This is an optimization exercise on Yosys and OpenROAD, whose aim is small area, a short achievable clock period and few clock cycles per item, not a production implementation. Function was checked by simulation only, so behaviour that the tests miss may differ from the original. Power figures rest on the tool's default switching activity, not on a simulated workload.

$ cat flow/run.sh
#!/bin/bash
set -euo pipefail
export SETUP_SLACK_MARGIN=8.5
bash standard.sh > flow_standard.log 2>&1
$ cat standard.sh
#!/bin/bash
# synth_recipe.tcl (not shown) runs the flow's synth.tcl, then flattens the netlist and writes it again
# the make line also repeats each setting of config.mk as NAME=value (left out here)
make -C /OpenROAD-flow-scripts/flow DESIGN_CONFIG=/design/flow/config.mk WORK_HOME=/design/flow/orfs CLKGATE_MAP_FILE= SYNTH_SCRIPT=/design/flow/synth_recipe.tcl "${@:-finish}"
$ cat config.mk
export PLATFORM = sky130hd
export DESIGN_NAME = bp91_codec
export DESIGN_NICKNAME = bp91_codec
export VERILOG_FILES = /design/flow/design.v
export SDC_FILE = /design/flow/constraint.sdc
export NUM_CORES = 4
export LEC_CHECK = 0
export CAP_MARGIN = 20
export CORE_MARGIN = 2
export CORE_UTILIZATION = 35
export CTS_CLUSTER_DIAMETER = 100
export CTS_CLUSTER_SIZE = 24
export PLACE_DENSITY = 0.55
export SLEW_MARGIN = 20
$ cat constraint.sdc
create_clock -name core_clock -period 12.0 [get_ports {clk}]
set_input_delay 2.4000 -clock core_clock [delete_from_list [all_inputs] [get_ports {clk}]]
set_output_delay 2.4000 -clock core_clock [all_outputs]
set_load 0.01 [all_outputs]
$ cat design.v
module bp91_codec (
    input  wire        clk,
    input  wire        rst,
    input  wire        cmd_valid,
    output wire        cmd_ready,
    input  wire [1:0]  cmd_op,
    input  wire [11:0] cmd_len,
    input  wire        in_valid,
    output wire        in_ready,
    input  wire [7:0]  in_data,
    output wire        out_valid,
    input  wire        out_ready,
    output wire [7:0]  out_data,
    output reg         done,
    output reg  [7:0]  err_code,
    output reg  [11:0] err_info
);
    localparam OP_LOAD = 2'd0;
    localparam OP_ENC  = 2'd1;
    localparam OP_DEC  = 2'd2;
    localparam OP_DECS = 2'd3;
    localparam T_CHAR  = 2'd0;
    localparam T_BYTE  = 2'd1;
    localparam T_MARK  = 2'd2;
    localparam QD = 6;             
    localparam CD = 7;             
    integer i;
    reg [6:0] ring [0:90];
    reg [6:0] b;
    reg [6:0] bn;            
    reg        nv;
    reg [1:0]  nop;
    reg [11:0] nlen;
    reg        ia;
    reg [1:0]  iop;
    reg [11:0] irem;
    reg        ilast;       
    reg        in_rdy;
    assign cmd_ready = !nv;
    assign in_ready  = in_rdy;
    wire cmd_fire = cmd_valid && !nv;
    wire in_fire  = in_valid && in_rdy;
    reg        hv, tv;
    reg [1:0]  hop, top_;
    reg        hlast, tlast;
    reg        hnob, tnob;
    reg [7:0]  hdat, tdat;
    reg [6:0]  hdn;          
    reg [11:0] kidx;
    reg        alpha_ok;
    reg        errf;         
    reg        e7;
    reg [11:0] eidx;
    reg        dupf;
    reg [6:0]  dupidx;
    reg        finp;         
    reg        fload;
    reg        pdv;
    reg [3:0]  pdc;          
    reg [11:0] pdi;
    reg        c2v;
    reg [1:0]  c2op;
    reg        c2last;
    reg        c2has;
    reg [7:0]  c2dat;        
    reg        pv;
    reg [1:0]  pop_;
    reg        plast;
    reg        phas;         
    reg [7:0]  pdat;         
    reg        pendv;
    reg [6:0]  pend;
    reg        kv;
    reg [1:0]  kop;
    reg        klast;
    reg        khas;
    reg        kpendv;
    reg [13:0] kdat;
    reg [20:0] acc;
    reg [4:0]  n;
    reg        fl;
    reg        mp;           
    reg        menc;
    reg        half;         
    reg [13:0] cr;
    reg        crv, cr2;
    reg        crl;          
    reg [2:0]  tot;          
    reg        room;         
    reg        xv, xe, x2e, x3e, ze;
    reg [1:0]  xt;
    reg        xsel;
    reg [13:0] xdat;
    reg [16:0] xdat5;        
    reg        x2v;
    reg [1:0]  x2t;
    reg        x2sel;
    reg [6:0]  x2hi, x2lo;
    reg        x3v;
    reg [1:0]  x3t;
    reg [7:0]  x3dat;
    reg        zv;
    reg [1:0]  zt;
    reg [7:0]  zdat;         
    reg [11:0] zhi;          
    reg [9:0]  q [0:QD-1];      
    reg [2:0]  qwp, qrp;
    reg [2:0]  qn;
    reg        ov;
    reg        obe;          
    reg [7:0]  ob;
    assign out_valid = ov;
    assign out_data  = ob;
    always @(*) begin
        err_code = {3'd0, pdc[3], 1'b0, pdc[2:0]};
        err_info = pdi;
    end
    function [24:0] ks25;
        input [24:0] a, c;
        reg   [24:0] g, p, gg, pp;
        integer k, d;
        begin
            g = a & c; p = a ^ c; gg = g; pp = p;
            for (d = 1; d < 25; d = d * 2)
                for (k = 24; k >= d; k = k - 1) begin
                    gg[k] = gg[k] | (pp[k] & gg[k - d]);
                    pp[k] = pp[k] & pp[k - d];
                end
            ks25 = p ^ {gg[23:0], 1'b0};
        end
    endfunction
    function [13:0] ks14;
        input [13:0] a, c;
        reg   [13:0] g, p, gg, pp;
        integer k, d;
        begin
            g = a & c; p = a ^ c; gg = g; pp = p;
            for (d = 1; d < 14; d = d * 2)
                for (k = 13; k >= d; k = k - 1) begin
                    gg[k] = gg[k] | (pp[k] & gg[k - d]);
                    pp[k] = pp[k] & pp[k - d];
                end
            ks14 = p ^ {gg[12:0], 1'b0};
        end
    endfunction
    function [7:0] ks8;
        input [7:0] a, c;
        reg   [7:0] g, p, gg, pp;
        integer k, d;
        begin
            g = a & c; p = a ^ c; gg = g; pp = p;
            for (d = 1; d < 8; d = d * 2)
                for (k = 7; k >= d; k = k - 1) begin
                    gg[k] = gg[k] | (pp[k] & gg[k - d]);
                    pp[k] = pp[k] & pp[k - d];
                end
            ks8 = p ^ {gg[6:0], 1'b0};
        end
    endfunction
    wire c_load = (hop == OP_LOAD);
    wire c_enc  = (hop == OP_ENC);
    wire c_dec  = hop[1];
    wire [2:0] kh = kidx[6:4];
    wire [3:0] kl = kidx[3:0];
    reg  [7:0]  gt_h, eq_h;
    reg  [15:0] gt_l;
    reg  [90:0] match, lmask;
    reg  [6:0]  pos;
    always @(*) begin
        for (i = 0; i < 8; i = i + 1) begin
            gt_h[i] = (kh > i);
            eq_h[i] = (kh == i);
        end
        for (i = 0; i < 16; i = i + 1)
            gt_l[i] = (kl > i);
        pos = 7'd0;
        for (i = 0; i < 91; i = i + 1) begin
            if (i < 46)
                match[i] = (ring[i] == hdat[6:0]);
            else
                match[i] = (ring[i] == ~hdn);
            lmask[i] = gt_h[i / 16] | (eq_h[i / 16] & gt_l[i % 16]);
            if (match[i]) pos = pos | i[6:0];
        end
    end
    wire       anym    = |match;
    wire       anyl    = |(match & lmask);
    wire       member  = !hdat[7] && anym && !hnob;
    wire       k91      = (kidx < 12'd91);
    wire       need_ins = c_load && !hnob && k91;
    wire [6:0] kidx_m1  = kidx[6:0] - 7'd1;
    wire ds_empty = !c2v && !(pv && pop_ == OP_ENC) && !(kv && kop == OP_ENC) &&
                    !(menc && (fl || n != 5'd0)) && !crv &&
                    !(xv && xt == T_CHAR) && !(x2v && x2t == T_CHAR) &&
                    !(x3v && x3t == T_CHAR) && !(zv && zt == T_CHAR);
    wire ins_ok   = (kidx == 12'd0) ? ds_empty : (b == kidx_m1);
    wire c2_free;
    wire c_take = hv && c2_free && !finp && (!need_ins || ins_ok) && (!hlast || !pdv);
    wire c_ins  = c_take && need_ins;
    wire [11:0] kidx_p1 = kidx + 12'd1;
    wire err_now = c_load ? (!hnob && hdat[7]) :
                   ((hop == OP_DECS) && alpha_ok && !hnob && !member);
    wire dup_now = c_load && !hnob && k91 && !hdat[7] && anyl;
    wire fin_slow = c_load || ((hop == OP_DECS) && alpha_ok);
    wire p_free;
    wire c2_take = c2v && p_free;
    assign c2_free = !c2v || c2_take;
    wire [7:0] c2_t = ks8({1'b0, b}, {1'b1, ~c2dat[6:0]});
    wire [7:0] c2_u = ks8({1'b0, b} ^ {1'b1, ~c2dat[6:0]} ^ 8'd91,
                          {(({1'b0, b} & {1'b1, ~c2dat[6:0]}) | ({1'b0, b} & 8'd91) |
                            ({1'b1, ~c2dat[6:0]} & 8'd91)), 1'b0});
    wire [6:0] c2_dig = c2_t[7] ? c2_u[6:0] : c2_t[6:0];      
    wire p_dec = pop_[1];
    wire p_enc = (pop_ == OP_ENC);
    wire p_fwd = p_enc || plast || (phas && pendv);
    wire k_free;
    wire p_take = pv && (!p_fwd || k_free);
    assign p_free = !pv || p_take;
    wire [6:0]  p_dig = pdat[6:0];
    wire [15:0] dh = 16'd1 << pdat[6:3];
    wire [7:0]  dl = 8'd1 << pdat[2:0];
    wire m728_0 = 1'b0;
    wire m728_1 = 1'b0;
    wire m728_2 = 1'b0;
    wire m728_3 = dh[1] | dh[3] | dh[5] | dh[7] | dh[9] | dh[11];
    wire m728_4 = dh[1] | dh[2] | dh[5] | dh[6] | dh[9] | dh[10];
    wire m728_5 = dh[2] | dh[4] | dh[5] | dh[7] | dh[10];
    wire m728_6 = dh[1] | dh[4] | dh[7] | dh[8] | dh[10] | dh[11];
    wire m728_7 = dh[1] | dh[2] | dh[3] | dh[7] | dh[8] | dh[9];
    wire m728_8 = dh[2] | dh[4] | dh[6] | dh[7] | dh[9] | dh[11];
    wire m728_9 = dh[1] | dh[4] | dh[5] | dh[7] | dh[8] | dh[11];
    wire m728_10 = dh[2] | dh[5] | dh[8] | dh[10] | dh[11];
    wire m728_11 = dh[3] | dh[4] | dh[5] | dh[9] | dh[10] | dh[11];
    wire m728_12 = dh[6] | dh[7] | dh[8] | dh[9] | dh[10] | dh[11];
    wire m728_13 = 1'b0;
    wire m91_0 = dl[1] | dl[3] | dl[5] | dl[7];
    wire m91_1 = dl[1] | dl[2] | dl[5] | dl[6];
    wire m91_2 = dl[2] | dl[4] | dl[5] | dl[7];
    wire m91_3 = dl[1] | dl[4] | dl[7];
    wire m91_4 = dl[1] | dl[2] | dl[3] | dl[7];
    wire m91_5 = dl[2] | dl[4] | dl[6] | dl[7];
    wire m91_6 = dl[1] | dl[4] | dl[5] | dl[7];
    wire m91_7 = dl[2] | dl[5];
    wire m91_8 = dl[3] | dl[4] | dl[5];
    wire m91_9 = dl[6] | dl[7];
    wire [13:0] m728 = {m728_13, m728_12, m728_11, m728_10, m728_9, m728_8, m728_7, m728_6, m728_5, m728_4, m728_3, m728_2, m728_1, m728_0};
    wire [9:0]  m91  = {m91_9, m91_8, m91_7, m91_6, m91_5, m91_4, m91_3, m91_2, m91_1, m91_0};
    wire [13:0] pa = {7'd0, pend};
    wire [13:0] pb = m728;
    wire [13:0] pc = {4'd0, m91};
    wire [13:0] s4 = pa ^ pb ^ pc;
    wire [13:0] c4 = {((pa & pb) | (pa & pc) | (pb & pc)), 1'b0};
    wire [13:0] p_v = ks14(s4, c4);
    wire n_gt13 = (n > 5'd13);
    wire n_gt7  = (n > 5'd7);
    wire big13  = (acc[12:0] > 13'd88);
    wire two    = n_gt7 || (acc[13:0] > 14'd90);
    wire cr_iss  = crv && room;
    wire cr_free = !crv || (cr_iss && (half || !cr2));
    wire ext_ok  = cr_free && !mp;
    wire ext     = menc && n_gt13 && ext_ok;                   
    wire i_byte  = !menc && n_gt7 && room && !mp && !crv;
    wire cr_done = cr_iss && (half || !cr2);                   
    wire last_b  = fl && i_byte && (n < 5'd16);                
    wire fdone   = fl && !mp && (menc ? (!n_gt13 && ((n == 5'd0) || cr_free)) :
                                        (!n_gt7 || last_b));
    wire fin_ld  = fdone && menc && (n != 5'd0);               
    wire emb_cr  = fdone && menc && (n == 5'd0) && crv && !cr_done;
    wire need_mk = fdone && !fin_ld && !emb_cr && !last_b;
    wire i_mark  = mp && room && !crv;
    wire issue   = cr_iss || i_byte || i_mark;
    wire it_end  = (cr_done && crl) || last_b;
    wire emit    = i_byte;
    wire clr     = fdone;
    reg  k_acc;
    always @(*) begin
        k_acc = 1'b0;
        if (kv && !fl) begin
            if (kop == OP_ENC)
                k_acc = !khas || !n_gt13 || ext_ok;
            else if (kop[1])
                k_acc = (!khas && !kpendv) || !n_gt7 || (room && !mp && !crv && (n < 5'd16));
            else
                k_acc = 1'b1;
        end
    end
    assign k_free = !kv || k_acc;
    wire k_ins = k_acc && (khas || kpendv) && (kop != OP_LOAD);
    wire k_is13 = (kdat[12:0] > 13'd88);
    wire [28:0] acc_or = {8'd0, acc} | (k_ins ? ({15'd0, kdat} << n) : 29'd0);
    wire [28:0] acc_s13 = acc_or >> 13;
    wire [28:0] acc_s14 = acc_or >> 14;
    wire [28:0] acc_s8  = acc_or >> 8;
    wire [20:0] acc_nx = ext ? (big13 ? acc_s13[20:0] : acc_s14[20:0]) :
                         (emit ? acc_s8[20:0] : acc_or[20:0]);
    wire [4:0]  kk     = ext ? (big13 ? 5'd13 : 5'd14) : (emit ? 5'd8 : 5'd0);
    wire [4:0]  n_sub  = n - kk;
    wire [4:0]  n_nx   = !k_ins ? n_sub :
                         (kop == OP_ENC) ? (n_sub + 5'd8) :
                         khas ? (n_sub + (k_is13 ? 5'd13 : 5'd14)) : 5'd8;
    wire [24:0] ma = {8'd0, xdat5} << 9;
    wire [24:0] md = {8'd0, xdat5} << 6;
    wire [24:0] me = {11'd0, xdat};
    wire [24:0] ms3 = ma ^ md ^ me;
    wire [24:0] mc3 = {((ma & md) | (ma & me) | (md & me)), 1'b0};
    wire [24:0] x_prod = ks25(ms3, mc3);
    wire [24:0] cr5    = ks25({9'd0, cr, 2'b00}, {11'd0, cr});
    wire [6:0]  x_hi   = x_prod[24:18];
    wire [7:0]  la = {1'b0, x2lo};
    wire [7:0]  lb = {1'b0, x2hi} << 5;
    wire [7:0]  lc = {1'b0, x2hi} << 2;
    wire [7:0]  ld = {1'b0, x2hi};
    wire [7:0]  ls1 = la ^ lb ^ lc;
    wire [7:0]  lc1 = {((la & lb) | (la & lc) | (lb & lc)), 1'b0};
    wire [7:0]  ls2 = ls1 ^ lc1 ^ ld;
    wire [7:0]  lc2 = {((ls1 & lc1) | (ls1 & ld) | (lc1 & ld)), 1'b0};
    wire [7:0]  x2_lo = ks8(ls2, lc2);
    wire [6:0]  x2_d  = x2sel ? x2hi : x2_lo[6:0];
    wire [7:0]  nd    = {1'b1, ~x3dat[6:0]};
    wire [7:0]  es    = {1'b0, bn} ^ nd ^ 8'd1;
    wire [7:0]  ec    = {(({1'b0, bn} & nd) | ({1'b0, bn} & 8'd1) | (nd & 8'd1)), 1'b0};
    wire [7:0]  x3_e  = ks8(es, ec);
    wire [7:0]  fs    = {1'b0, bn} ^ nd ^ 8'd92;
    wire [7:0]  fc    = {(({1'b0, bn} & nd) | ({1'b0, bn} & 8'd92) | (nd & 8'd92)), 1'b0};
    wire [7:0]  x3_f  = ks8(fs, fc);
    wire [6:0]  x3_adr = x3_e[7] ? x3_f[6:0] : x3_e[6:0];
    reg  [6:0] zgrp [0:11];
    reg  [6:0] z_rd;
    integer g, k2;
    always @(*) begin
        z_rd = 7'd0;
        for (g = 0; g < 12; g = g + 1) begin
            zgrp[g] = 7'd0;
            for (k2 = 0; k2 < 8; k2 = k2 + 1)
                if (8 * g + k2 < 91)
                    zgrp[g] = zgrp[g] | ({7{zdat[k2]}} & ring[8 * g + k2]);
            z_rd = z_rd | ({7{zhi[g]}} & zgrp[g]);
        end
    end
    wire [7:0] w_dat = (zt == T_CHAR) ? {1'b0, z_rd} : zdat;
    wire       w_mk  = (zt == T_MARK);
    wire [9:0] qh     = q[qrp];
    wire       o_free = !ov || out_ready;
    wire       q_pop  = o_free && (qn != 3'd0);
    wire       o_xfer = ov && out_ready;
    wire [1:0] gone   = {1'b0, o_xfer} + {1'b0, q_pop && qh[8]};
    wire push_zero;
    wire in_push = in_fire || push_zero;
    wire i_end  = in_fire && ilast;
    wire i_idle = !ia || i_end;
    wire act    = i_idle && nv && (nlen != 12'd0);
    assign push_zero = !ia && nv && (nlen == 12'd0) && !(hv && tv);
    wire [1:0] push_op   = in_fire ? iop : nop;
    wire       push_last = in_fire ? ilast : 1'b1;
    wire       push_nob  = !in_fire;
    always @(posedge clk) begin
        for (i = 1; i < 91; i = i + 1) ring[i] <= ring[i-1];
        ring[0] <= c_ins ? hdat[6:0] : ring[90];
        xt    <= i_mark ? T_MARK : (i_byte ? T_BYTE : T_CHAR);
        xe    <= it_end;
        x2e   <= xe;
        x3e   <= x2e;
        ze    <= x3e;
        xsel  <= half;
        xdat  <= i_byte ? {6'd0, acc[7:0]} : cr;
        xdat5 <= cr5[16:0];
        x2t   <= xt;
        x2sel <= xsel;
        x2hi  <= (xt == T_CHAR) ? x_hi : {6'd0, xdat[7]};
        x2lo  <= xdat[6:0];
        x3t   <= x2t;
        x3dat <= (x2t == T_CHAR) ? {1'b0, x2_d} : {x2hi[0], x2lo};
        zt    <= x3t;
        zdat  <= (x3t == T_CHAR) ? (8'd1 << x3_adr[2:0]) : x3dat;
        zhi   <= 12'd1 << x3_adr[6:3];
        if (rst) begin
            b        <= 7'd0;
            bn       <= 7'd1;
            nv       <= 1'b0;
            ia       <= 1'b0;
            in_rdy   <= 1'b0;
            hv       <= 1'b0;
            tv       <= 1'b0;
            kidx     <= 12'd0;
            alpha_ok <= 1'b0;
            errf     <= 1'b0;
            dupf     <= 1'b0;
            finp     <= 1'b0;
            pdv      <= 1'b0;
            pdc      <= 4'd0;
            pdi      <= 12'd0;
            c2v      <= 1'b0;
            pv       <= 1'b0;
            pendv    <= 1'b0;
            kv       <= 1'b0;
            acc      <= 21'd0;
            n        <= 5'd0;
            fl       <= 1'b0;
            mp       <= 1'b0;
            menc     <= 1'b0;
            half     <= 1'b0;
            crv      <= 1'b0;
            tot      <= 3'd0;
            room     <= 1'b1;
            xv       <= 1'b0;
            x2v      <= 1'b0;
            x3v      <= 1'b0;
            zv       <= 1'b0;
            qwp      <= 3'd0;
            qrp      <= 3'd0;
            qn       <= 3'd0;
            ov       <= 1'b0;
            done     <= 1'b0;
        end else begin
            if (c_ins && kidx == 12'd0) begin
                b  <= 7'd0;
                bn <= 7'd1;
            end else begin
                b  <= bn;
                bn <= (bn == 7'd90) ? 7'd0 : bn + 7'd1;
            end
            if (cmd_fire) begin
                nv   <= 1'b1;
                nop  <= cmd_op;
                nlen <= cmd_len;
            end
            if (act) begin
                ia    <= 1'b1;
                iop   <= nop;
                irem  <= nlen;
                ilast <= (nlen == 12'd1);
                nv    <= 1'b0;
            end else if (push_zero) begin
                nv    <= 1'b0;
            end else if (in_fire) begin
                irem  <= irem - 12'd1;
                ilast <= (irem == 12'd2);
                if (ilast) ia <= 1'b0;
            end
            if (c_take) begin
                if (tv) begin
                    hop <= top_; hlast <= tlast; hnob <= tnob; hdat <= tdat; hdn <= ~tdat[6:0];
                    if (in_push) begin
                        top_ <= push_op; tlast <= push_last; tnob <= push_nob; tdat <= in_data;
                    end else begin
                        tv <= 1'b0;
                    end
                end else begin
                    hv <= in_push;
                    hop <= push_op; hlast <= push_last; hnob <= push_nob; hdat <= in_data;
                    hdn <= ~in_data[6:0];
                end
            end else if (in_push) begin
                if (!hv) begin
                    hv <= 1'b1;
                    hop <= push_op; hlast <= push_last; hnob <= push_nob; hdat <= in_data;
                    hdn <= ~in_data[6:0];
                end else begin
                    tv <= 1'b1;
                    top_ <= push_op; tlast <= push_last; tnob <= push_nob; tdat <= in_data;
                end
            end
            begin : rdy
                reg [1:0] cnt_next;
                reg       ia_next;
                cnt_next = {1'b0, hv} + {1'b0, tv} + {1'b0, in_push} - {1'b0, c_take};
                ia_next  = act || (ia && !i_end);
                in_rdy  <= ia_next && (cnt_next <= 2'd1);
            end
            if (c_take) begin
                kidx <= hlast ? 12'd0 : kidx_p1;
                if (!errf) begin
                    eidx <= kidx;
                    e7   <= hdat[7];
                    errf <= err_now;
                end
                if (!dupf) begin
                    dupidx <= kidx[6:0];
                    dupf   <= dup_now;
                end
                if (hlast) begin
                    pdv <= 1'b1;
                    if (fin_slow) begin
                        finp  <= 1'b1;
                        fload <= c_load;
                        pdi   <= (c_load && !hnob) ? kidx_p1 : 12'd0;
                    end else begin
                        pdc  <= alpha_ok ? 4'd0 : 4'b1011;
                        pdi  <= 12'd0;
                        errf <= 1'b0;
                        dupf <= 1'b0;
                    end
                end
            end
            if (finp) begin
                finp <= 1'b0;
                errf <= 1'b0;
                dupf <= 1'b0;
                if (fload) begin
                    alpha_ok <= 1'b0;
                    if (pdi != 12'd91) begin
                        pdc <= 4'd1;
                    end else if (errf) begin
                        pdc <= 4'd2;
                        pdi <= eidx;
                    end else if (dupf) begin
                        pdc <= 4'd3;
                        pdi <= {5'd0, dupidx};
                    end else begin
                        pdc <= 4'd0;
                        pdi <= 12'd0;
                        alpha_ok <= 1'b1;
                    end
                end else if (errf) begin
                    pdc <= e7 ? 4'd4 : 4'd5;
                    pdi <= eidx;
                end else begin
                    pdc <= 4'd0;
                end
            end
            if (c2_free) begin
                c2v    <= c_take && (c_enc ? (alpha_ok || hlast) :
                                     (hlast || (c_dec && alpha_ok && member)));
                c2op   <= hop;
                c2last <= hlast;
                c2has  <= c_enc ? (alpha_ok && !hnob) : (c_dec && alpha_ok && member);
                c2dat  <= c_enc ? hdat : {1'b0, pos};
            end else if (c2op[1]) begin
                c2dat[6:0] <= (c2dat[6:0] == 7'd90) ? 7'd0 : c2dat[6:0] + 7'd1;
            end
            if (p_take) begin
                if (p_dec) begin
                    if (plast) begin
                        pendv <= 1'b0;
                    end else if (phas) begin
                        pendv <= !pendv;
                        if (!pendv) pend <= p_dig;
                    end
                end
            end
            if (p_free) begin
                pv    <= c2_take;
                pop_  <= c2op;
                plast <= c2last;
                phas  <= c2has;
                pdat  <= (c2op == OP_ENC) ? c2dat : {1'b0, c2_dig};
            end
            if (k_free) begin
                kv <= p_take && p_fwd;
                kop <= pop_;
                klast <= plast;
                if (p_enc) begin
                    khas   <= phas;
                    kpendv <= 1'b0;
                    kdat   <= {6'd0, pdat};
                end else if (p_dec) begin
                    if (phas && pendv) begin
                        khas   <= 1'b1;
                        kpendv <= 1'b0;
                        kdat   <= p_v;
                    end else begin
                        khas   <= 1'b0;
                        kpendv <= phas || pendv;
                        kdat   <= {7'd0, phas ? p_dig : pend};
                    end
                end else begin
                    khas   <= 1'b0;
                    kpendv <= 1'b0;
                end
            end
            if (k_acc) begin
                menc <= (kop == OP_ENC);
                if (klast) fl <= 1'b1;
            end
            if (emb_cr)
                crl <= 1'b1;
            if (ext || fin_ld) begin
                cr   <= (ext && big13) ? {1'b0, acc[12:0]} : acc[13:0];
                cr2  <= ext || two;
                crl  <= fin_ld;
                crv  <= 1'b1;
                half <= 1'b0;
            end else if (cr_iss) begin
                if (half || !cr2) begin
                    crv  <= 1'b0;
                    half <= 1'b0;
                end else begin
                    half <= 1'b1;
                end
            end
            if (i_mark)
                mp <= 1'b0;
            if (clr) begin
                acc  <= 21'd0;
                n    <= 5'd0;
                fl   <= 1'b0;
                mp   <= need_mk;
            end else begin
                acc <= acc_nx;
                n   <= n_nx;
            end
            xv  <= issue;
            x2v <= xv;
            x3v <= x2v;
            zv  <= x3v;
            begin : cred
                reg [2:0] tn;
                tn = tot + {2'd0, issue} - {1'd0, gone};
                tot  <= tn;
                room <= (tn < CD);
            end
            if (zv) begin
                q[qwp] <= {ze, w_mk, w_dat};
                qwp    <= (qwp == QD - 1) ? 3'd0 : qwp + 3'd1;
            end
            if (q_pop)
                qrp <= (qrp == QD - 1) ? 3'd0 : qrp + 3'd1;
            qn <= qn + {2'd0, zv} - {2'd0, q_pop};
            done <= 1'b0;
            if (o_free) begin
                if (q_pop) begin
                    if (qh[8]) begin
                        done <= 1'b1;
                        pdv  <= 1'b0;
                        ov   <= 1'b0;
                    end else begin
                        ob  <= qh[7:0];
                        obe <= qh[9];
                        ov  <= 1'b1;
                    end
                end else begin
                    ov <= 1'b0;
                end
            end
            if (o_xfer && obe) begin
                done <= 1'b1;
                pdv  <= 1'b0;
            end
        end
    end
endmodule
==> run summary, run 1 <==
The relative slew slack is 0.2522. Once layout is complete, the utilization of the core stands at 0.3944. The most common cell after layout, fill and taps aside is dfxtp_1. The run finished with no timing, DRC or antenna violations.

The critical path startpoint category is a flip-flop. Clock skew on the completed layout was measured at 0.03179 ns. The antenna violation net count after detailed routing is 0.

The largest net degree at the start of global routing came out at 57. The maximum vdd ir drop came out at 0.0001181 V. The critical path goes through buf_2. The flip-flop and latch count after synthesis came out at 1049.

The region available for standard cell placement spans 0.1315 sq mm. The tool flagged a number of max-cap violations equal to 0. The worst-path cell with the longest stage delay is edfxtp_1. The total CTS buffers is 51. Clock tree synthesis selected as its root buffer the cell clkbuf_16. The clock period minus worst slack came out at 3.649 ns. The maximum single-stage delay on the critical path came out at 0.41 ns. The most used flip-flop cell after synthesis is dfxtp_1. The transition time at the pin with the least slew margin is 1.110 ns.

The starting utilization of the core area came out at 0.3523. The number of global-route vias before repair came to 33.38k. Using the TritonRoute via totals, the vias-per-cell ratio works out to 5.556. The total wirelength of the detailed-routed design is 146600 um.

The setup TNS is 0 ns. Synthesis produced 4377 cells. The layout cell share with drive strength beyond 1 came out at 0.1014.

Counting both buffers and inverters, the worst setup path holds a total of 1. The setup check on the worst reg-to-reg path leaves a slack of 8.43 ns. The clock latency reported for the late side of the worst-skew pair is 0.68 ns. The clock tree from TritonCTS is done. The quantity of hold-fixing buffers added after cts is 0.

The number of antenna violations at the first check in global routing is 3. The number of port buffers is 54. The filler cell count is 12.94k. The analysis attributes to cell leakage a power of 19.00 nW. The detailed placer's ending HPWL came out at 103500 um.

The timing-limited maximum frequency is 0.2741 GHz. The synthesized netlist contains 86 unique library cells. The number of standard-cell rows in the floorplan came out at 133. For the worst setup path, the data arrival time is 1.25 ns. Clock-pin slew was measured on the worst setup and hold paths at 0.09 ns. The I/O pin count came out at 59.

The max-slew violation total from the final report came out at 0. The routed wire length per instance is 23.78 um. Summed over all layers, the global routing overflow is 0. The die width is 367.8 um.

The combined area of all synthesized cells is 0.04631 sq mm. The first global-routing pass estimated 218100 um of wire. The number of remaining DRC errors is 0. The worst min-delay path category is flip-flop to flip-flop.

The top cell types in the final layout, fill and taps aside, are dfxtp_1 (797), xnor2_1 (394), xor2_1 (344), a22oi_1 (318), nor2_1 (229). The global-route usage over all layers is 0.2079. The average cell area after synthesis is 10.58 sq um.

In the final design database the tool counted 4562 nets. From synthesis to final layout, the design area changed by 11.97%. STA classifies the critical path endpoint as a primary output. Measured along the y axis, the die boundary spans 367.8 um.

The setup path with the least slack is of type flip-flop to primary output. The DRC violation total after the first TritonRoute iteration came out at 3325. The detailed router placed 34.26k vias in this run. The proportion of synthesized chip area in sequential cells came out at 0.5001.

The largest fanout of any net on the critical path came out at 1. The total iterations of the first detailed-routing run came out at 8. The number of setup violations in the final report is 0.

Setup repair after global routing could not meet its margin everywhere. The count of flip-flops with a built-in enable after synthesis came out at 216. In the finished design, the share of the clock period the worst path needs comes to 0.3041.

In this run the power density over the cells is 161.7 mW/mm^2. The clock tree synthesis step divided the H-tree into 2 levels. The fraction of registers with async set or reset after synthesis is 0. The Yosys step of the flow raised 3 warnings. The clock net sink count came out at 1049. The category of cells accounting for the largest share of critical-path delay is flip-flops.

The number of endpoints with negative hold slack in the final report was 0. STA puts the critical path data required time at 9.60 ns. Routability-driven placement finished with a final weighted congestion of 0.9875. The overall die area came out at 0.1352 sq mm. The number of buffers on the longest clock path came out at 3.
[through the flow]
step                total power [mW]  cell area [sq um]  hold WS [ns]  setup slack, ns  cells
global placement               6.138              48670        0.3144            7.159   5990
CTS                            8.244              51080        0.3350            8.314   6116
global route                   8.764              51850        0.3431            8.295   6163
floorplan                      5.434              46630        0.3096            7.826   4380
finish                         8.386              51850        0.3360            8.351   6166
detailed placement             6.136              48680        0.3154            7.159   5990
[worst register-to-register path: stages, from the launching register on]
cell	delay, ns
dfxtp_4	0.40
inv_4	0.10
ha_1	0.38
nor2_1	0.22
o21ai_0	0.91
o22ai_1	0.20
a311o_1	0.38
nor4b_1	0.53
o31a_1	0.26
a211oi_1	0.08
[sequential cells by signal, indices dropped and copies added, names as in the netlist, 12 cells and up, named ones only]
| register | flops |
|---|---|
| acc | 21 |
| pdi | 12 |
| q | 60 |
| ring | 637 |
| eidx | 12 |
| xdat | 14 |
| xdat5 | 17 |
| zhi | 12 |
| cr | 14 |
| kdat | 14 |
| kidx | 12 |
| nlen | 12 |
| irem | 12 |
[layer usage]
layer	routed length (um)	share of wire	vias to the layer above	track usage
met1	65320	0.45	16990	0.2867
li1	-	-	15820	-
met2	67030	0.46	1180	0.3338
met3	8948	0.061	265	0.02988
met5	23	0.00016	-	0
met4	5319	0.036	4	0.06907
[final cells by class]
class	count	area, sq um	area share
antenna	3	7.507	0.0001448
timing repair buffer	201	2079	0.04010
clock inverter	10	187.7	0.003619
inverter	135	516.7	0.009965
sequential	1049	23280	0.4490
multi-input combinational	2944	22240	0.4289
clock buffer	69	1344	0.02592
tap	1755	2196	0.04235
[logic make-up (layout without fill, tap and decap cells)]
| group | after synthesis | count (layout) | synth area share |
|---|---|---|---|
| DFF | 1049 | 1049 | 0.5001 |
| and+or+nand+nor | 1035 | 1035 | 0.1170 |
| AOI/OAI and AO/OA | 919 | 919 | 0.1371 |
| xor gates and xnor gates | 741 | 741 | 0.1401 |
| buffers and inverters | 387 | 415 | 0.03453 |
| adders and majority gates | 154 | 154 | 0.04577 |
| muxes | 91 | 91 | 0.02529 |
| other | 1 | 7 | 0.00008097 |
[synthesized netlist by cell type (18+ instances only)]
master,instances,area (sq um)
mux4_2,18,405.4
nor3_1,70,350.3
xnor2_1,396,3468
edfxtp_1,216,6486
nand2b_1,26,162.7
fa_1,26,520.5
mux2i_1,45,450.4
a22o_1,24,210.2
a22oi_1,318,2387
buf_2,60,300.3
a31oi_1,25,156.4
nor2b_1,29,181.4
and2_1,36,225.2
a221oi_1,24,210.2
inv_1,132,495.5
buf_1,24,90.09
ha_1,127,1589
mux2_2,28,315.3
nor2_1,240,900.9
o22ai_1,32,200.2
nand3_1,40,200.2
nor4_1,111,694.4
a21o_1,26,195.2
nand2_1,181,679.4
a211oi_1,21,157.7
xor2_1,345,3022
a21oi_1,189,945.9
dfxtp_1,833,16680
o31ai_1,23,172.7
clkbuf_1,149,559.3
buf_4,19,142.6
nand4_1,194,1214
o21ai_0,97,485.5
[power breakdown]
part | internal [mW] | leakage, nW | total [mW] | switching, mW
combinational | 0.859 | 9.49 | 2.25 | 1.39
sequential | 3.80 | 8.77 | 4.09 | 0.290
clock | 0.870 | 0.741 | 2.05 | 1.18
[worst paths after layout]
| check | endpoint | startpoint | cells past startpoint |
|---|---|---|---|
| worst max-delay path | out_data[6] | ob[6] | 1 |
| worst min-delay path | x2lo[4] | xdat[4] | 0 |
| worst max register to register | dupf | kidx[1] | 9 |
| worst min register to register | x2lo[4] | xdat[4] | 0 |
[repair_timing]
item                       CTS  global route
setup endpoints to repair  272           149
resized for setup          274            74
setup buffers               45            42
gates cloned                 2             5
pin swaps                   19            26
Testbench counts, summed over its fixed seeds: cycles 39,367, items 35,196.
==> inputs of run 2 (changes only) <==
--- a/design.v
+++ b/design.v
@@ -45,7 +45,6 @@
     reg        hlast, tlast;
     reg        hnob, tnob;
     reg [7:0]  hdat, tdat;
-    reg [6:0]  hdn;          
     reg [11:0] kidx;
     reg        alpha_ok;
     reg        errf;         
@@ -175,10 +174,7 @@
             gt_l[i] = (kl > i);
         pos = 7'd0;
         for (i = 0; i < 91; i = i + 1) begin
-            if (i < 46)
-                match[i] = (ring[i] == hdat[6:0]);
-            else
-                match[i] = (ring[i] == ~hdn);
+            match[i] = (ring[i] == hdat[6:0]);
             lmask[i] = gt_h[i / 16] | (eq_h[i / 16] & gt_l[i % 16]);
             if (match[i]) pos = pos | i[6:0];
         end
@@ -439,7 +435,7 @@
             end
             if (c_take) begin
                 if (tv) begin
-                    hop <= top_; hlast <= tlast; hnob <= tnob; hdat <= tdat; hdn <= ~tdat[6:0];
+                    hop <= top_; hlast <= tlast; hnob <= tnob; hdat <= tdat;
                     if (in_push) begin
                         top_ <= push_op; tlast <= push_last; tnob <= push_nob; tdat <= in_data;
                     end else begin
@@ -448,13 +444,11 @@
                 end else begin
                     hv <= in_push;
                     hop <= push_op; hlast <= push_last; hnob <= push_nob; hdat <= in_data;
-                    hdn <= ~in_data[6:0];
                 end
             end else if (in_push) begin
                 if (!hv) begin
                     hv <= 1'b1;
                     hop <= push_op; hlast <= push_last; hnob <= push_nob; hdat <= in_data;
-                    hdn <= ~in_data[6:0];
                 end else begin
                     tv <= 1'b1;
                     top_ <= push_op; tlast <= push_last; tnob <= push_nob; tdat <= in_data;
--- a/config.mk
+++ b/config.mk
@@ -7,8 +7,8 @@
 export LEC_CHECK = 0
 export CAP_MARGIN = 20
 export CORE_MARGIN = 2
-export CORE_UTILIZATION = 35
+export CORE_UTILIZATION = 42
 export CTS_CLUSTER_DIAMETER = 100
 export CTS_CLUSTER_SIZE = 24
-export PLACE_DENSITY = 0.55
+export PLACE_DENSITY = 0.62
 export SLEW_MARGIN = 20
==> run 2 against run 1 <==
Still clean on timing, DRC and antenna. Core utilization increased by 7.8 points. Synthesized cell count about the same. Die area decreased by 16%. Wire length increased by 6.4%. Highest routed layer unchanged.
==> run summary, run 2 <==
The final cell area excluding filler cells is 0.05160 sq mm (-0.49%). The number of setup violations in the final report is 0 (unchanged). The number of placed cells counting well taps was 5712 (-4.6%). The most flop-heavy register is ring.

The proportion of synthesized chip area in sequential cells is 0.4942 (-0.005968). The total CTS buffers is 50 (-2.0%). Setup repair after global routing could not meet its margin everywhere. The power density of the placed cells is 159.1 mW/mm^2 (-1.6%).

The count of flip-flops with a built-in enable after synthesis is 209 (-3.2%). Signal routing reaches up to met5. The most used flip-flop cell after synthesis is dfxtp_1. The routed length on met2 is 69100 um (+3.1%). The root buffer cell chosen for the clock tree is clkbuf_16. The largest fanout of any net on the critical path is 32 (+31). The layout cell share with drive strength beyond 1 came to 0.1079 (+0.006488). In the post-synthesis netlist, the cell with the most instances is dfxtp_1.

The count of synthesis-stage warnings from yosys came out at 3 (unchanged). The number of standard cells after synthesis was 4375 (-0.046%). The die width is 336.5 um (-8.5%).

The setup TNS came out at 0 ns (unchanged). The average cell area after synthesis came out at 10.62 sq um (+0.33%). The flip-flop count of the largest register, all copies and words added is 637 (unchanged). The total iterations of the first detailed-routing run is 8 (unchanged). The largest registers in the layout are ring: 637 flops, q: 60 flops, acc: 21 flops. The worst hold path belongs to the class flip-flop to flip-flop. The clock net sink count came out at 1042 (-0.67%). The routed length on met1 was 64240 um (-1.6%). The starting utilization of the core area is 0.4249 (+0.07263). The maximum vdd ir drop came to 0.0001562 V (+32%). The total design power is 8.208 mW (-2.1%). STA classifies the critical path endpoint as a flip-flop. The quantity of hold-fixing buffers added after cts was 0 (unchanged). The number of standard cells in the layout, taps in and fillers out came out at 5897 (-4.4%).

Leaving out fill and tap cells, the most frequent cell in the layout is dfxtp_1. The clock period minus worst slack came out at 3.694 ns (+0.04532 ns). The number of antenna violations at the first check in global routing came to 2 (-1).

The placeable core area is 0.1093 sq mm (-17%). The data arrival at the endpoint of the critical path came to 4.01 ns (+2.76 ns). TritonCTS built the clock tree. The number of antenna repair diodes came out at 0 (-3). The area of placed instances is 0.04824 sq mm (-0.90%). The transition time at the pin with the least slew margin came out at 1.190 ns (+0.07992 ns). The number of port buffers came out at 54 (unchanged). The number of buffers on the longest clock path is 3 (unchanged).

The detailed-route via count came out at 35.40k (+3.3%). The max-cap violation count is 0 (unchanged). The global-route usage over all layers is 0.2652 (+0.05733). The number of global-route vias before repair came out at 34.05k (+2.0%). The combined area of all synthesized cells was 0.04644 sq mm (+0.29%). The critical path in this run is classified as primary input to flip-flop. The first-pass GRT wire length was 227200 um (+4.1%). The filler cell count came out at 10.14k (-22%).

The largest net degree at the start of global routing is 51 (-11%). The flip-flop and latch count after synthesis came out at 1042 (-0.67%). Counting instances in the post-synthesis netlist gives the leading cell types as dfxtp_1 (833), xnor2_1 (404), xor2_1 (336). The fraction of registers with async set or reset after synthesis is 0 (unchanged). The remaining global-route overflow was 0 (unchanged).

The number of unique standard cell types used by synthesis came out at 97 (+13%). The H-tree depth is 2 (unchanged). The overall die area is 0.1133 sq mm (-16%). The max-slew violation total from the final report came out at 0 (unchanged). The clock skew after layout is 0.03808 ns (+0.006286 ns).

The part of the cycle the worst path needs came out at 0.3079 (+0.003777). The relative slew slack is 0.1995 (-0.05277). The total wirelength of the detailed-routed design came out at 156000 um (+6.4%). By area the synthesized netlist is led by dfxtp_1 (36%), edfxtp_1 (14%), xnor2_1 (7.6%). The utilization of the core after routing came out at 0.4721 (+0.07763).

The timing-limited maximum frequency is 0.2707 GHz (-1.2%). The number of endpoints with negative hold slack in the final report is 0 (unchanged). The vertical extent of the die is 336.5 um (-8.5%). The antenna violation net count after detailed routing is 0 (unchanged). The clock slew at the register clock pins of the worst setup and hold paths is 0.09 ns (about the same). The number of remaining DRC errors came to 0 (unchanged).

The total leakage power came out at 19.00 nW (about the same). The layout-stage area growth over the synthesis result is 11.10%. The routed wire length per instance is 26.45 um (+11%). The final-stage net count came out at 4579 (+0.37%). The data required time at the worst endpoint is 12.32 ns (+2.72 ns). STA classifies the critical path startpoint as a primary input.

Of all cell types, the one taking the most synthesized area is dfxtp_1. The total met3 wirelength after detailed routing was 14100 um (+58%). The clock latency reported for the late side of the worst-skew pair came out at 0.71 ns (+0.03 ns). The DRC violation total after the first TritonRoute iteration is 3959 (+19%). The flow ran to the end and the layout has no timing, DRC or antenna violations.

The ratio of routed vias to standard cells is 6.003 (+8.0%). The I/O pin count came out at 59 (unchanged). The number of standard-cell rows in the floorplan came to 121 (-9.0%). The fraction of synthesized cell area taken by the top area cell type came out at 0.3591 (-0.001038). In the layout the commonest cells are dfxtp_1 (796), xnor2_1 (401), xor2_1 (335), a22oi_1 (329), nor2_1 (252). The global placement routability congestion is 1.039 (+5.2%).

The detailed placer's ending HPWL came out at 103700 um (+0.18%).
## run 2: routing by layer
metal / vias to the layer above / track usage
met5: - / 0
li1: 15850 / -
met3: 432 / 0.05562
met4: 4 / 0.1254
met1: 17340 / 0.3564
met2: 1770 / 0.4079
## run 2: final cells by class
| type | count | area (sq um) | area share |
|---|---|---|---|
| inverter | 127 | 486.7 | 0.009433 |
| clock buffer | 66 | 1311 | 0.02541 |
| timing repair buffer | 212 | 2349 | 0.04551 |
| tap | 1476 | 1847 | 0.03579 |
| sequential | 1042 | 23060 | 0.4468 |
| clock inverter | 10 | 133.9 | 0.002595 |
| multi-input combinational | 2964 | 22420 | 0.4344 |
## run 2: power breakdown
part           switching [mW]  leakage (nW)  internal [mW]
logic                    1.35          9.60          0.831
clock network            1.16         0.698          0.807
registers               0.296          8.70           3.76
## run 2: cell families after synthesis
kind of cell | after synthesis | share of synthesized area
compound gates | 904 | 0.1338
xor+xnor | 740 | 0.1395
fa+ha+maj | 155 | 0.04596
buf+inv | 374 | 0.04017
flops | 1042 | 0.4942
mux | 90 | 0.02538
other cells | 1 | 0.00008074
simple gates | 1069 | 0.1209
## run 2: path summary, 6_finish.rpt
path | start | to | slack (ns) | cells after the start
hold / removal | xdat[4] | x2lo[4] | 0.33 | 0
setup reg to reg | zdat[0] | q[0][6] | 8.46 | 7
setup / recovery | rst | q[5][1] | 8.31 | 5
hold reg to reg | xdat[4] | x2lo[4] | 0.33 | 0
## run 2: critical path: stages
cell and delay [ns]:
buf_4 0.26, clkinv_1 0.09, buf_4 0.28, nand3b_1 0.15
nor2_1 0.82
## run 2: what timing repair did
item / CTS / global route
pin swaps: 14 / 20
gates resized for setup: 261 / 60
gates cloned: 13 / 7
endpoints found under the setup margin: 259 / 236
buffers inserted: 41 / 48
## run 2: through the flow
| stage | worst slack [ns] | hold slack [ns] |
|---|---|---|
| after global placement | 6.762 | 0.3121 |
| after global routing | 8.190 | 0.3448 |
| final | 8.306 | 0.3334 |
| after detailed placement | 6.746 | 0.3121 |
| after floorplan | 7.800 | 0.3096 |
| after CTS | 8.321 | 0.3344 |
Testbench counts of run 2, summed over its fixed seeds: cycles 39,367, items 35,196.
==> inputs of run 3 (changes only) <==
--- a/config.mk
+++ b/config.mk
@@ -7,8 +7,8 @@
 export LEC_CHECK = 0
 export CAP_MARGIN = 20
 export CORE_MARGIN = 2
-export CORE_UTILIZATION = 42
+export CORE_UTILIZATION = 25
 export CTS_CLUSTER_DIAMETER = 100
 export CTS_CLUSTER_SIZE = 24
-export PLACE_DENSITY = 0.62
+export PLACE_DENSITY = 0.45
 export SLEW_MARGIN = 20
==> run 3 against run 2 <==
Combinational power about the same. Non-clock buffer count rose by 11. Register-to-register slack hardly changed. Clock-buffer cell count grew 3. First-iteration DRC count fell by 13%. Via count is 1.5% lower. Cell count is 17% higher. Highest routed layer unchanged. Sequential share of layout area fell by 1.3 points. Synthesized area unchanged.
==> run summary, run 3 <==
The remaining global-route overflow is 0 (unchanged). The layout cell share with drive strength beyond 1 came to 0.1161 (+0.008201). The timing-limited maximum frequency is 0.2745 GHz (+1.4%). The largest net degree at the start of global routing is 55 (+7.8%). STA classifies the critical path startpoint as a flip-flop. The proportion of synthesized chip area in sequential cells is 0.4942 (unchanged).

The detailed-route via count came out at 34.86k (-1.5%). The clock skew after layout is 0.04408 ns (+0.006004 ns). The antenna violation net count after detailed routing came out at 0 (unchanged). The setup TNS is 0 ns (unchanged).

The I/O pin count came out at 59 (unchanged). The final cell area excluding filler cells is 0.05320 sq mm (+3.1%). The clock period minus worst slack is 3.643 ns (-0.05138 ns).

The max-slew violation total from the final report came out at 0 (unchanged). The quantity of hold-fixing buffers added after cts came out at 0 (unchanged). The global placement routability congestion was 0.9262 (-11%). The max-cap violation count came out at 0 (unchanged). The relative slew slack came out at 0.2053 (+0.005783). The start point of the critical path is ob[7]. The clock net sink count was 1042 (unchanged). The number of remaining DRC errors came out at 0 (unchanged).

The global-route usage over all layers is 0.1734 (-0.09182). The total wirelength of the detailed-routed design came out at 174600 um (+12%). The slowest stage of the critical path belongs to the cell edfxtp_1.

The final-stage net count came out at 4592 (+0.28%). The worst hold path belongs to the class flip-flop to flip-flop. The total leakage power is 19.12 nW (+0.63%). Yosys attributes the largest share of cell area to dfxtp_1 (36%), edfxtp_1 (14%), xnor2_1 (7.6%). In the layout the commonest cells are dfxtp_1 (796), xnor2_1 (401), xor2_1 (333), a22oi_1 (329), nor2_1 (249). The total iterations of the first detailed-routing run came out at 6 (-2). The most used flip-flop cell after synthesis is dfxtp_1.

The number of global-route vias before repair came out at 33.97k (-0.23%). The number of cell instances on the worst register-to-register path is 12 (+5). The layout-stage area growth over the synthesis result came out at 14.54%. The number of setup violations in the final report is 0 (unchanged).

dfxtp_1 takes more of the synthesized area than any other cell. The most flop-heavy register is ring. The commonest cells after synthesis are dfxtp_1 (833), xnor2_1 (404), xor2_1 (336). The number of buffers on the longest clock path came out at 3 (unchanged). The routed wire length per instance is 25.23 um (-4.6%).

The area of placed instances came out at 0.04960 sq mm (+2.8%). The largest fanout of any net on the critical path is 1 (-97%). Setup repair after global routing could not meet its margin everywhere. The part of the cycle the worst path needs was 0.3036 (-0.004282). The number of standard cells after synthesis came to 4375 (unchanged). The data required time at the worst endpoint came to 9.60 ns (-2.72 ns). The combined area of all synthesized cells came out at 0.04644 sq mm (unchanged). The overall die area was 0.1892 sq mm (+67%). The placeable core area is 0.1850 sq mm (+69%).

The power density of the placed cells is 156.3 mW/mm^2 (-1.8%). In this run the critical register-to-register path is launched from hdat[1]. The number of antenna violations at the first check in global routing is 2 (unchanged). The average cell area after synthesis came out at 10.62 sq um (unchanged). The first-pass GRT wire length came to 247300 um (+8.9%). The count of synthesis-stage warnings from yosys was 3 (unchanged). Leaving out fill and tap cells, the most frequent cell in the layout is dfxtp_1.

The number of port buffers came to 54 (unchanged). The maximum single-stage delay on the critical path is 0.42 ns (-0.40 ns). The number of unique standard cell types used by synthesis is 97 (unchanged). The die width is 435.0 um (+29%).

The worst slack after detailed placement is 7.092 ns (+0.3459 ns). The flip-flop and latch count after synthesis came out at 1042 (unchanged). The DRC violation total after the first TritonRoute iteration is 3463 (-13%).

The detailed placer's ending HPWL came to 112800 um (+8.8%). The maximum vdd ir drop was 0.0001406 V (-10%). The worst setup path is captured at a primary output. Grouping stages by cell kind, the critical path spends the most delay in flip-flops. The number of endpoints with negative hold slack in the final report came to 0 (unchanged).

The flip-flop count of the largest register, all copies and words added came to 637 (unchanged). The instance count on the critical path is 1 (-4). The setup path with the least slack is of type flip-flop to primary output. The endpoint of the most critical register-to-register path is c2dat[2]. The critical path ends at out_data[7]. The data arrival at the endpoint of the critical path is 1.24 ns (-2.77 ns). The fraction of synthesized cell area taken by the top area cell type came out at 0.3591 (unchanged).

Yosys instantiated no cell more often than dfxtp_1. The H-tree depth was 2 (unchanged). The filler cell count is 19.35k (+91%). The vertical extent of the die came out at 435.0 um (+29%).

The run finished with no timing, DRC or antenna violations. In this run the clock root is driven by a clkbuf_16. The total design power was 8.314 mW (+1.3%). The largest registers in the layout are ring: 637 flops, q: 60 flops, acc: 21 flops. The combined buffer and inverter count along the critical path came out at 1 (-2). Traced cell by cell, the critical path runs through buf_6. The final worst-path setup slack is 8.357 ns (+0.05138 ns).

The clock latency reported for the late side of the worst-skew pair came out at 0.72 ns (about the same). The ratio of routed vias to standard cells is 5.039 (-16%). The number of standard-cell rows in the floorplan is 158 (+31%). The starting utilization of the core area is 0.2510 (-0.1739). The fraction of registers with async set or reset after synthesis is 0 (unchanged).

The count of flip-flops with a built-in enable after synthesis came to 209 (unchanged). The reg2reg setup slack is 8.45 ns (about the same). The worst hold margin is 0.3440 ns (+0.01054 ns). The clock slew at the register clock pins of the worst setup and hold paths is 0.10 ns (about the same).

The transition time at the pin with the least slew margin was 1.183 ns (-0.006805 ns). The total CTS buffers came to 51 (+2.0%). The startpoint of the lowest-slack hold path is xdat[0]. The clock tree from TritonCTS is done.
-- run 3: layout make-up --
class | count | area (sq um) | share of cell area
well taps | 2480 | 3103 | 0.05833
multi-input cells | 2965 | 22540 | 0.4237
repair buffers | 223 | 2475 | 0.04652
clock inverters | 10 | 166.4 | 0.003128
clock buffers | 69 | 1344 | 0.02526
flip-flops and latches | 1042 | 23070 | 0.4337
diodes | 2 | 5.005 | 0.00009408
inverters | 127 | 491.7 | 0.009243
-- run 3: power breakdown --
| group | internal [mW] | switching, mW | leakage (nW) | total, mW |
|---|---|---|---|---|
| logic | 0.803 | 1.37 | 9.68 | 2.17 |
| registers | 3.76 | 0.315 | 8.70 | 4.07 |
| clock network | 0.841 | 1.22 | 0.733 | 2.07 |
| total | 5.40 | 2.91 | 19.1 | 8.31 |
-- run 3: worst min-delay path by stage --
| stage | endpoint | slack [ns] | cells after the start |
|---|---|---|---|
| final | x2lo[0] | 0.34 | 0 |
| after global placement | x2lo[3] | 0.32 | 0 |
| after CTS | x2lo[1] | 0.35 | 0 |
| after floorplan | x2e | 0.31 | 0 |
| after global routing | x2lo[1] | 0.36 | 0 |
| after detailed placement | x3e | 0.31 | 0 |
-- run 3: logic make-up (layout without fill, tap and decap cells) --
group                      Yosys count  count (layout)  share of synthesized area
and+or+nand+nor                   1069            1072                     0.1209
DFF                               1042            1042                     0.4942
AOI/OAI and AO/OA                  904             904                     0.1338
xor gates and xnor gates           740             740                     0.1395
buffers and inverters              374             429                    0.04017
adders and majority gates          155             155                    0.04596
muxes                               90              90                    0.02538
other                                1               6                 0.00008074
-- run 3: what timing repair did --
action,in CTS,in global routing
pin swaps,18,23
setup endpoints to repair,243,170
setup buffers,47,43
resized for setup,261,73
gates cloned,15,10
-- run 3: per-stage QoR --
stage,util,std cells
2_1_floorplan,-,4378
3_3_place_gp,0.2679,6722
3_5_place_dp,0.2680,6722
4_1_cts,0.2830,6863
5_1_grt,0.2875,6916
6_report,0.2875,6918
-- run 3: layer usage --
| layer | part of all wire | GRT usage | vias up |
|---|---|---|---|
| li1 | - | - | 15870 |
| met1 | 0.46 | 0.2470 | 17470 |
| met2 | 0.44 | 0.2677 | 1226 |
| met3 | 0.064 | 0.02574 | 293 |
| met4 | 0.037 | 0.05600 | 2 |
| met5 | 0.000074 | 0 | - |
==> inputs of run 4 (changes only) <==
--- a/config.mk
+++ b/config.mk
@@ -7,8 +7,8 @@
 export LEC_CHECK = 0
 export CAP_MARGIN = 20
 export CORE_MARGIN = 2
-export CORE_UTILIZATION = 25
+export CORE_UTILIZATION = 35
 export CTS_CLUSTER_DIAMETER = 100
 export CTS_CLUSTER_SIZE = 24
-export PLACE_DENSITY = 0.45
+export PLACE_DENSITY = 0.55
 export SLEW_MARGIN = 20
==> run 4 against run 3 <==
Clock power decreased by 5%. Register-to-register slack got worse by 0.03 ns. Clock-buffer cell count decreased by 1. Flip-flop and latch count unchanged. Maximum frequency increased by 0.44%. Cell area decreased by 2.8%. Global-route usage increased by 4.8 points. Critical endpoint is now out_data[3].
==> run summary, run 4 <==
Ranked by flip-flop count, first place goes to ring. STA classifies the critical path startpoint as a flip-flop. The worst hold margin came out at 0.3322 ns (-0.01171 ns). The first-pass GRT wire length came to 228900 um (-7.4%). The most common cell in the synthesized netlist is dfxtp_1. The flip-flop count of the largest register, all copies and words added was 637 (unchanged).

The combined buffer and inverter count along the critical path is 1 (unchanged). The maximum single-stage delay on the critical path came out at 0.38 ns (-0.04 ns). The overall die area is 0.1356 sq mm (-28%). The largest net degree at the start of global routing is 53 (-3.6%). The average cell area after synthesis is 10.62 sq um (unchanged). The transition time at the pin with the least slew margin was 1.146 ns (-0.03675 ns).

The reg2reg setup slack is 8.42 ns (-0.03 ns). The detailed placer's ending HPWL came to 104300 um (-7.5%). The detailed-route via count is 34.55k (-0.88%). The number of standard cells after synthesis is 4375 (unchanged). The number of endpoints with negative hold slack in the final report was 0 (unchanged). The clock skew after layout is 0.06190 ns (+0.01782 ns). The max-cap violation count came to 0 (unchanged). The category of cells accounting for the largest share of critical-path delay is flip-flops. The H-tree depth came to 2 (unchanged).

The total iterations of the first detailed-routing run came out at 6 (unchanged). The part of the cycle the worst path needs was 0.3022 (-0.001326). The count of synthesis-stage warnings from yosys came out at 3 (unchanged). The global-route usage over all layers is 0.2216 (+0.04821). The routed wire length per instance came out at 25.24 um (about the same).

The area of placed instances came out at 0.04859 sq mm (-2.0%). CTS placed an instance of clkbuf_16 at the clock tree root. The total CTS buffers is 50 (-2.0%). The data required time at the worst endpoint came out at 9.60 ns (about the same).

The number of antenna violations at the first check in global routing is 3 (+1). The proportion of synthesized chip area in sequential cells is 0.4942 (unchanged). The number of antenna repair diodes was 0 (-2). Summed over all instances, the cell type with the most area after synthesis is dfxtp_1. The fraction of registers with async set or reset after synthesis came out at 0 (unchanged).

From synthesis to final layout, the design area changed by 11.38%. The number of unique standard cell types used by synthesis was 97 (unchanged). The starting utilization of the core area came out at 0.3528 (+0.1018). The layout cell share with drive strength beyond 1 came out at 0.1059 (-0.01025). The fraction of synthesized cell area taken by the top area cell type came out at 0.3591 (unchanged). The I/O pin count is 59 (unchanged). The data arrival at the endpoint of the critical path came out at 1.23 ns (about the same).

The vertical extent of the die came out at 368.3 um (-15%). The number of port buffers is 54 (unchanged). The flow ran to the end and the layout has no timing, DRC or antenna violations. The remaining global-route overflow came out at 0 (unchanged). The flip-flop and latch count after synthesis was 1042 (unchanged). The final worst-path setup slack is 8.373 ns (+0.01591 ns).

In the post-synthesis netlist, the biggest area contributors are dfxtp_1 (36%), edfxtp_1 (14%), xnor2_1 (7.6%). The die width is 368.3 um (-15%). TritonCTS built the clock tree. The final-stage net count is 4554 (-0.83%). The clock slew at the register clock pins of the worst setup and hold paths came out at 0.10 ns (about the same). The setup TNS came out at 0 ns (unchanged). The global placement routability congestion was 0.9666 (+4.4%). The ratio of routed vias to standard cells is 5.620 (+12%). The max-slew violation total from the final report came out at 0 (unchanged).

The largest registers in the layout are ring: 637 flops, q: 60 flops, acc: 21 flops. In the layout the commonest cells are dfxtp_1 (798), xnor2_1 (402), xor2_1 (335), a22oi_1 (329), nor2_1 (250). Setup repair after global routing could not meet its margin everywhere.

The clock net sink count came out at 1042 (unchanged). The DRC violation total after the first TritonRoute iteration is 3371 (-2.7%). The type of the worst setup path is flip-flop to primary output. The power density of the placed cells came out at 157.7 mW/mm^2 (+0.89%). The number of setup violations in the final report came out at 0 (unchanged). The clock latency reported for the late side of the worst-skew pair is 0.72 ns (about the same). The signal on the critical path passes through buf_2. The number of global-route vias before repair came out at 34.03k (+0.17%). The combined area of all synthesized cells is 0.04644 sq mm (unchanged). The worst slack after detailed placement is 7.104 ns (+0.01202 ns). The slowest stage of the critical path belongs to the cell edfxtp_1. The type of destination of the critical path is a primary output.

The total wirelength of the detailed-routed design is 155100 um (-11%). The number of buffers on the longest clock path came to 3 (unchanged). The final cell area excluding filler cells came out at 0.05173 sq mm (-2.8%). The number of standard-cell rows in the floorplan was 133 (-16%). In the synthesized netlist, the cells that appear most often are dfxtp_1 (833), xnor2_1 (404), xor2_1 (336).

The timing-limited maximum frequency came out at 0.2757 GHz (+0.44%). The quantity of hold-fixing buffers added after cts is 0 (unchanged). The most used flip-flop cell after synthesis is dfxtp_1. The largest fanout of any net on the critical path came out at 1 (unchanged). The placeable core area is 0.1316 sq mm (-29%).

The library cell used most frequently in the layout, excluding fill and tap cells, is dfxtp_1. The total leakage power is 18.82 nW (-1.5%). The relative slew slack is 0.2330 (+0.02775). The maximum vdd ir drop is 0.0001505 V (+7.0%).

The antenna violation net count after detailed routing is 0 (unchanged). The clock period minus worst slack came out at 3.627 ns (-0.01591 ns). The utilization of the core after routing is 0.3930 (+0.1055). The number of remaining DRC errors is 0 (unchanged). The path class of the tightest hold or removal check is flip-flop to flip-flop. The count of flip-flops with a built-in enable after synthesis is 209 (unchanged).
[run 4: area by class of cell]
cell class,count,area [sq um]
clock buffer,68,1319
timing repair buffer,187,2058
fill,12810,79900
multi-input combinational,2964,22490
tap,1755,2196
inverter,127,488.0
sequential,1042,23050
clock inverter,5,123.9
[run 4: repair_timing]
item	in CTS	in global routing
gates cloned	12	3
endpoints found under the setup margin	259	155
resized for setup	261	71
buffers inserted	48	22
pin swaps	18	18
[run 4: final timing paths]
check	from	endpoint	cells after the start
setup / recovery	ob[3]	out_data[3]	1
hold / removal	x3e	ze	0
setup reg to reg	zdat[4]	q[2][2]	5
hold reg to reg	x3e	ze	0
[run 4: through the flow]
step	cells	total power, mW
floorplan	4378	5.354
global placement	5990	6.020
detailed placement	5990	6.025
CTS	6123	8.068
global route	6148	8.506
finish	6148	8.156
[run 4: report_power, final]
part / internal (mW) / switching, mW
Clock: 0.797 / 1.16
Combinational: 0.802 / 1.28
Sequential: 3.76 / 0.358
Total: 5.36 / 2.80
[run 4: cell families after synthesis]
group | share of synthesized area
AOI/OAI and AO/OA | 0.1338
xor gates and xnor gates | 0.1395
adders and majority gates | 0.04596
buffers and inverters | 0.04017
DFF | 0.4942
muxes | 0.02538
other | 0.00008074
and+or+nand+nor | 0.1209
[run 4: metal layers]
layer / track usage / vias up / part of all wire
met1: 0.3045 / 17090 / 0.44
li1: - / 15790 / -
met3: 0.03269 / 333 / 0.067
met5: 0 / - / 0.00021
met2: 0.3437 / 1341 / 0.45
met4: 0.1002 / 4 / 0.048
==> inputs of run 5 (changes only) <==
--- a/config.mk
+++ b/config.mk
@@ -9,6 +9,6 @@
 export CORE_MARGIN = 2
 export CORE_UTILIZATION = 35
 export CTS_CLUSTER_DIAMETER = 100
-export CTS_CLUSTER_SIZE = 24
+export CTS_CLUSTER_SIZE = 28
 export PLACE_DENSITY = 0.55
 export SLEW_MARGIN = 20
==> run 5 against run 4 <==
Critical path depth unchanged. Clock power about the same. Hold slack better by 0.0060 ns. Cell count up 0.23%. Core utilization up 0.089 points. Synthesized area unchanged. Register-to-register slack better by 0.06 ns. Global-route usage down 0.22 points. Largest power group unchanged.
==> run summary, run 5 <==
The maximum vdd ir drop is 0.0001656 V (+10%). The number of standard cells after synthesis is 4375 (unchanged). STA classifies the critical path endpoint as a primary output.

The setup TNS is 0 ns (unchanged). The worst setup path is launched from a flip-flop. The clock net sink count was 1042 (unchanged). The total iterations of the first detailed-routing run is 8 (+2). In the post-synthesis netlist, the biggest area contributors are dfxtp_1 (36%), edfxtp_1 (14%), xnor2_1 (7.6%).

The most flop-heavy register is ring. The layout-stage area growth over the synthesis result came out at 11.63%. The most used flip-flop cell after synthesis is dfxtp_1. The number of port buffers came out at 54 (unchanged). The clock latency reported for the late side of the worst-skew pair is 0.71 ns (about the same). The first-pass GRT wire length came out at 227000 um (-0.83%). The clock slew at the register clock pins of the worst setup and hold paths was 0.11 ns (about the same). The power density of the placed cells came out at 157.0 mW/mm^2 (-0.41%). The detailed-route via count is 34.85k (+0.84%). The flip-flop count of the largest register, all copies and words added is 637 (unchanged). The number of global-route vias before repair is 33.79k (-0.68%). The fraction of synthesized cell area taken by the top area cell type is 0.3591 (unchanged). The largest registers in the layout are ring: 637 flops, q: 60 flops, acc: 21 flops.

The number of antenna repair diodes was 0 (unchanged). The final-stage net count is 4564 (+0.22%). Setup repair after global routing could not meet its margin everywhere. The top cell types in the final layout, fill and taps aside, are dfxtp_1 (798), xnor2_1 (400), xor2_1 (334), a22oi_1 (329), nor2_1 (250). The timing-limited maximum frequency is 0.2756 GHz (about the same). The largest net degree at the start of global routing came out at 53 (unchanged). The count of synthesis-stage warnings from yosys is 3 (unchanged). The largest individual stage delay along the critical path comes from the cell edfxtp_1. The worst slack after detailed placement came to 7.104 ns (unchanged). The transition time at the pin with the least slew margin is 1.206 ns (+0.05938 ns). The count of flip-flops with a built-in enable after synthesis is 209 (unchanged). The global placement routability congestion is 0.9666 (unchanged). The fraction of registers with async set or reset after synthesis came out at 0 (unchanged). The layout cell share with drive strength beyond 1 is 0.1116 (+0.005790). The overall die area is 0.1356 sq mm (unchanged).

The max-slew violation total from the final report is 0 (unchanged). The number of buffers on the longest clock path is 3 (unchanged). The ratio of routed vias to standard cells is 5.655 (+0.61%). The final worst-path setup slack came out at 8.371 ns (-0.002160 ns).

The number of endpoints with negative hold slack in the final report came out at 0 (unchanged). The combined buffer and inverter count along the critical path came to 1 (unchanged). The maximum single-stage delay on the critical path is 0.38 ns (about the same). The flow ran to the end and the layout has no timing, DRC or antenna violations. The data arrival at the endpoint of the critical path is 1.23 ns (about the same). The worst setup path is of the flip-flop to primary output kind. The category of cells accounting for the largest share of critical-path delay is flip-flops. The detailed placer's ending HPWL is 104300 um (unchanged). The total leakage power came out at 18.89 nW (+0.34%).

The DRC violation total after the first TritonRoute iteration was 3690 (+9.5%). The combined area of all synthesized cells came out at 0.04644 sq mm (unchanged). The placeable core area is 0.1316 sq mm (unchanged). The starting utilization of the core area is 0.3528 (unchanged). The quantity of hold-fixing buffers added after cts came out at 0 (unchanged). The most common cell after layout, fill and taps aside is dfxtp_1. The cell with the most instances after synthesis is dfxtp_1. TritonCTS built the clock tree.

The total CTS buffers was 46 (-8.0%). The number of remaining DRC errors came out at 0 (unchanged). The worst hold margin is 0.3382 ns (+0.005968 ns). The worst min-delay path category is flip-flop to flip-flop. The I/O pin count came out at 59 (unchanged). The die width came to 368.3 um (unchanged). The total wirelength of the detailed-routed design came out at 156300 um (+0.77%). The remaining global-route overflow was 0 (unchanged).

The global-route usage over all layers came out at 0.2194 (-0.002189). The clock period minus worst slack is 3.629 ns (+0.002160 ns). The number of setup violations in the final report came out at 0 (unchanged). The routed wire length per instance came out at 25.37 um (+0.54%). The vertical extent of the die is 368.3 um (unchanged). The number of standard-cell rows in the floorplan is 133 (unchanged). The critical path goes through buf_2.

The average cell area after synthesis is 10.62 sq um (unchanged). The buffer type at the clock tree root is clkbuf_16. The filler cell count came out at 12.82k (+0.070%). The H-tree depth is 2 (unchanged). The flip-flop and latch count after synthesis came out at 1042 (unchanged). The antenna violation net count after detailed routing came out at 0 (unchanged). The largest fanout of any net on the critical path came out at 1 (unchanged). The number of antenna violations at the first check in global routing came out at 4 (+1).

The max-cap violation count came out at 0 (unchanged). The relative slew slack is 0.1933 (-0.03973). The part of the cycle the worst path needs came out at 0.3024 (about the same). The data required time at the worst endpoint is 9.60 ns (about the same). The proportion of synthesized chip area in sequential cells is 0.4942 (unchanged). The biggest area contributor in the post-synthesis netlist is dfxtp_1.

The clock skew after layout came to 0.04909 ns (-0.01281 ns). In the synthesized netlist, the cells that appear most often are dfxtp_1 (833), xnor2_1 (404), xor2_1 (336). The number of unique standard cell types used by synthesis is 97 (unchanged).
run 5: cell counts after synthesis:
No cell type changed its count.
run 5: report_power, final:
| group | internal (mW) | switching, mW |
|---|---|---|
| sequential | 3.76 | 0.357 |
| combinational | 0.794 | 1.27 |
| clock | 0.780 | 1.18 |
| total | 5.33 | 2.81 |
run 5: worst paths after layout:
check,slack (ns),depth (start not counted),startpoint,endpoint
worst max-delay path,8.37,1,ob[3],out_data[3]
worst max register to register,8.48,12,hdat[2],c2has
worst min register to register,0.34,0,xdat[1],x2lo[1]
worst min-delay path,0.34,0,xdat[1],x2lo[1]
run 5: layer usage:
layer	up-vias	part of all wire	GRT usage
li1	15810	-	-
met4	6	0.047	0.09356
met2	1459	0.44	0.3402
met3	329	0.069	0.03460
met5	-	0.00026	0
met1	17250	0.44	0.3024
run 5: what timing repair did:
item,CTS,global route
endpoints found under the setup margin,257,171
resized for setup,253,92
cloned,9,11
pin swaps,19,23
buffers inserted,46,33
endpoints found under the hold margin,0,0
run 5: cells by family after synthesis:
kind of cell             share of synthesized area
adder cells (fa/ha/maj)                    0.04596
buffers and inverters                      0.04017
multiplexers                               0.02538
flip-flops                                  0.4942
other                                   0.00008074
AO/OA/AOI/OAI                               0.1338
XOR/XNOR                                    0.1395
AND/OR/NAND/NOR                             0.1209
run 5: cell type report:
class | count | area [sq um] | share of cell area
clock buffers | 62 | 1242 | 0.02396
clock inverters | 11 | 173.9 | 0.003354
inverters | 127 | 495.5 | 0.009557
multi-input cells | 2964 | 22520 | 0.4343
flip-flops and latches | 1042 | 23060 | 0.4447
well taps | 1755 | 2196 | 0.04235
repair buffers | 201 | 2162 | 0.04170
run 5: worst register-to-register path: stages (launching register included):
cell and delay, ns:
edfxtp_1 0.47, buf_4 0.18, buf_12 0.14, buf_16 0.25
xor2_1 0.27, nor4_1 0.92, nand4b_1 0.28, nor4_2 0.07
nand4_1 0.19, o41ai_4 0.11, buf_4 0.19, nor2_1 0.14
o21a_1 0.19
run 5: metrics by stage:
step	power [mW]	instance area [sq um]	std cells	utilization
after global routing	8.492	51850	6162	0.3939
after CTS	8.052	51030	6118	0.3877
after floorplan	5.354	46790	4378	-
after global placement	6.020	48570	5990	0.3690
final	8.141	51850	6162	0.3939
after detailed placement	6.025	48590	5990	0.3692

## separate check: timing with driven ports
How much do the figures lean on ideal ports? The routed layouts below were timed once more, with nothing changed but the port constraints. Step 1 sets driving cells, clkbuf_16 on the clock port and buf_2 on the other inputs (assumed; they add their load-dependent delay and slew). Step 2, shift: input delay + t, output delay - t, t = (earliest + latest rising clock arrival at the registers) / 2. This alone moves slack from input paths to output paths. Slacks: no drivers / after step 1 / after step 2; pairs: no drivers / after step 1.
run	t, ns	setup WS [ns]
run 1	0.739	8.351 / 8.277 / 7.665
run 2	0.758	8.306 / 8.273 / 7.596
run 3	0.763	8.357 / 8.281 / 7.681
run 4	0.756	8.373 / 8.300 / 7.657
run 5	0.755	8.371 / 8.296 / 7.698
After both steps setup and hold are still met in every run listed.
